This is an optimization exercise on Yosys and OpenROAD, whose aim is small area, a short achievable clock period and few clock cycles, not a production implementation. The RTL was checked by simulation tests, not by an equivalence proof against the original design. Power and IR drop assume default switching activity.

Setup of harbor:
Design miniature_sc, start of the top module:
module miniature_sc (
    input  wire        clk,
    input  wire        rst,
    input  wire        host_we,
    input  wire [3:0]  host_addr,
    input  wire [15:0] host_wdata,
    output wire [15:0] host_rdata,
    output wire        ready,
    output wire        mem_en,
    output wire        mem_we,
    output wire [1:0]  mem_be,
    output wire [15:0] mem_addr,
    output wire [15:0] mem_wdata,
    input  wire [15:0] mem_rdata
);
    localparam [15:0] FB_W    = 16'hAD00;   
    localparam [15:0] BMP_W   = 16'hEE00;   
    localparam [7:0]  PAL_HI  = 8'hED;      
    localparam [6:0]  DESC_HI = 7'h7F;      
    localparam [7:0] OP_NOP = 8'h00, OP_CLEAR = 8'h01, OP_RD8 = 8'h02, OP_WR8 = 8'h03,
                     OP_RD16 = 8'h04, OP_WR16 = 8'h05, OP_ENCODE = 8'h10, OP_DECODE = 8'h11,
                     OP_SPR_SET = 8'h20, OP_SPR_GET = 8'h21, OP_SPR_SETROW = 8'h22,
                     OP_PAL_SET = 8'h28, OP_PAL_GET = 8'h29, OP_PSET = 8'h30,
                     OP_FILL = 8'h31, OP_RECT = 8'h32, OP_LINE = 8'h33, OP_FBGET = 8'h34,
                     OP_RASTER = 8'h40;
    localparam [4:0] S_IDLE = 5'd0,  S_EXEC = 5'd1,
                     S_RDW  = 5'd2,  S_RD2  = 5'd3,  S_WR2 = 5'd4, S_SPRW = 5'd5,
                     S_CLR  = 5'd6,  S_FILL = 5'd7,
  ...
Size: roughly 3200 cells after synthesis, roughly 250 flip-flops, ~0.025 mm2 of cells after synthesis.
clock: 10.0 ns
lec_check: 0
cap_margin: 20
core_margin: 2
core_utilization: 40
place_density: 0.6
setup_slack_margin: 4.5
slew_margin: 20
run.sh (not shown) runs the stock make flow with config.mk's settings and CLKGATE_MAP_FILE= SYNTH_SCRIPT=/design/flow/synth_recipe.tcl, a recipe that flattens the netlist after the stock synthesis.
Testbench counts of harbor, summed over its fixed seeds: cycles 665,952.
### harbor -> yarrow
diff --git a/flow/config.mk b/flow/config.mk
--- a/flow/config.mk
+++ b/flow/config.mk
@@ -10,3 +10,3 @@
 export CORE_UTILIZATION = 40
-export PLACE_DENSITY = 0.6
+export PLACE_DENSITY = 0.4
 export SETUP_SLACK_MARGIN = 4.5
### Flow results
- yarrow vs. harbor: area added between synthesis and finish higher, non-clock buffer count shows a reduction of 2, total cell area at the placement stage barely changed.
- There was hardly any difference in layout cell share with drive strength beyond 1 between harbor and yarrow.
- Logic gate share of total power across harbor and yarrow: no real change.
- The cell area reported for yarrow is greater than that of harbor by about 0.44%.
- In yarrow, first-pass GRT wire length is higher than in harbor.
- Diff harbor -> yarrow | worst setup slack | decrease of 0.049 ns
- The maximum operating frequency in yarrow was lower than what harbor gave.
Inputs modified between yarrow and nickel:
diff --git a/flow/config.mk b/flow/config.mk
--- a/flow/config.mk
+++ b/flow/config.mk
@@ -10,3 +10,5 @@
 export CORE_UTILIZATION = 40
-export PLACE_DENSITY = 0.4
+export CTS_BUF_LIST = sky130_fd_sc_hd__clkbuf_8
+export CTS_CLUSTER_SIZE = 24
+export PLACE_DENSITY = 0.6
 export SETUP_SLACK_MARGIN = 4.5
- nickel finished all stages; the layout is clean.
- Measured against each other, yarrow and nickel differ in delay of the slowest cell on the worst path, the higher figure coming from yarrow.
- Compared with yarrow, nickel has less setup slack.
- Cmp nickel vs yarrow: antenna diode count higher in nickel
- Run comparison: nickel endpoint of the most critical setup path mem_addr[11]; yarrow endpoint of the most critical setup path mem_wdata[1]
- The first-iteration DRC count reported for nickel is greater than that of yarrow by 3.8%.

========
miniature_sc, a different RTL version from the one above (not shown whole).
Size: ~270 flip-flops, ~92 I/O pins, about 0.025 mm2 of cells after synthesis.
make LEC_CHECK=0 CAP_MARGIN=20 CORE_MARGIN=2 CORE_UTILIZATION=40 PLACE_DENSITY=0.5 SETUP_SLACK_MARGIN=4.5 SLEW_MARGIN=20 finish   # period 10.0 ns
The first run ran to the end with no violations.
Testbench counts at the start, summed over its fixed seeds: cycles 665,952.
==> next run, changes <==
Settings changed: CORE_UTILIZATION 40 to 35, PLACE_DENSITY 0.5 to 0.4.
Effect: Total power rises by 9.7%. Global-route usage falls by 3.1 points. Combinational power rises by 5.1%. Sequential share of layout area falls by 0.71 points.
==> next run, changes <==
Settings changed: CORE_UTILIZATION 35 to 40.
After rerunning:
- non-clock buffer count falls by 65
- count of clock-buffer cells in the layout rises by 4
- core utilization rises by 4.8 points
- sequential share of layout area rises by 0.76 points
- design area falls by 3.3%
- final cell count falls by 4.2%

========
== run A ==
Starting RTL as in the previous note.
## miniature_sc
module miniature_sc (
    input  wire        clk,
    input  wire        rst,
    input  wire        host_we,
    input  wire [3:0]  host_addr,
    input  wire [15:0] host_wdata,
    output wire [15:0] host_rdata,
    output wire        ready,
    output wire        mem_en,
    output wire        mem_we,
    output wire [1:0]  mem_be,
    output wire [15:0] mem_addr,
    output wire [15:0] mem_wdata,
    input  wire [15:0] mem_rdata
);
make LEC_CHECK=0 CAP_MARGIN=20 CORE_MARGIN=2 CORE_UTILIZATION=40 PLACE_DENSITY=0.3 SETUP_SLACK_MARGIN=4.5 SLEW_MARGIN=20 finish   # period 10.0 ns
Testbench counts of run A, summed over its fixed seeds: cycles 665,952.
Input-level comparison between run E and run A:
- PLACE_DENSITY now 0.7, was 0.3
- CORE_UTILIZATION now 50, was 40
--- outcome ---
The fraction of power consumed by sequential logic in run E sits 0.7 points above the value recorded for run A.
First-pass GRT wire length (run E vs. run A) decreases by a few percent
Comparing run A and run E, total routed wirelength is higher on run A.
The higher worst setup skew after layout of run A and run E is in run E.
Between run A and run E, effective utilization at floorplan is higher for run E, run A comes in under that.
Vias: run E more than run A
Run E vs. run A: count of clock buffers in the final design went down by about 16%.

========
Starting RTL as in the previous note.
clock: 10.0 ns
lec_check: 0
cap_margin: 20
core_margin: 2
core_utilization: 40
place_density: 0.6
setup_slack_margin: 4.5
slew_margin: 20
Testbench counts at the start, summed over its fixed seeds: cycles 665,952.
Rerun with:
PLACE_DENSITY = 0.4   (was 0.6)
SETUP_SLACK_MARGIN = 4.6   (was 4.5)
The new run finished with timing, DRC and antenna clean.
Power came out higher by 1.3%.
Cell area came out lower by about 0.33%.
First-iteration DRC count came out lower by 14%.
Sequential power is about the same.
Count of clock-buffer cells in the layout came out higher by 9.
Rerun with:
SETUP_SLACK_MARGIN = 4.7   (was 4.6)
Result:
- The changed run finished clean
- cell count came out higher slightly
- area after synthesis stays the same
- non-clock buffer count came out higher by 30
- worst setup slack gets better by 0.034 ns

## static timing again, ports no longer ideal
The flow's constraints put no driver on any port. The routed layouts listed below were extracted and timed again, unchanged, in two steps.
Step 1: set_driving_cell puts a clkbuf_16 on clk and a buf_2 on each other input, an assumption about the parent block.
Step 2 adds t to the input delays and takes it off the output delays; t is the mean of the earliest and latest rising clock arrival at the registers after step 1. Input paths then give back, and output paths get back, about the clock's delay inside the block.
a / b / c = ideal ports / drivers / drivers and shift; a / b = the first two.
run	shift t [ns]	setup WS [ns]	worst setup path at the end	worst slew at a driven data input, ns	cell pins on the clock port's net
harbor	0.639	4.492 / 4.432 / 4.477	input to output	0.04	1
yarrow	0.641	4.443 / 4.378 / 4.021	input to register	0.11	1
nickel	0.726	4.326 / 4.274 / 4.423	input to register	0.05	1
the first run of note 2	0.643	4.481 / 4.452 / 4.444	input to register	0.04	1
the second run of note 2	0.637	4.496 / 4.456 / 4.466	input to output	0.11	1
the third run of note 2	0.645	4.492 / 4.457 / 4.457	input to output	0.05	1
run A	0.645	4.492 / 4.457 / 4.457	input to output	0.05	1
run E	0.654	4.395 / 4.343 / 4.343	input to output	0.06	1
the first run of note 4	0.636	4.437 / 4.410 / 4.410	input to output	0.09	1
the second run of note 4	0.645	4.572 / 4.525 / 4.544	input to output	0.06	1
the third run of note 4	0.643	4.606 / 4.570 / 4.570	input to output	0.06	1
After both steps setup and hold are still met in every run listed. For yarrow, which loses most, drivers alone change the setup slack by -0.065 ns; drivers and shift together by -0.422 ns.
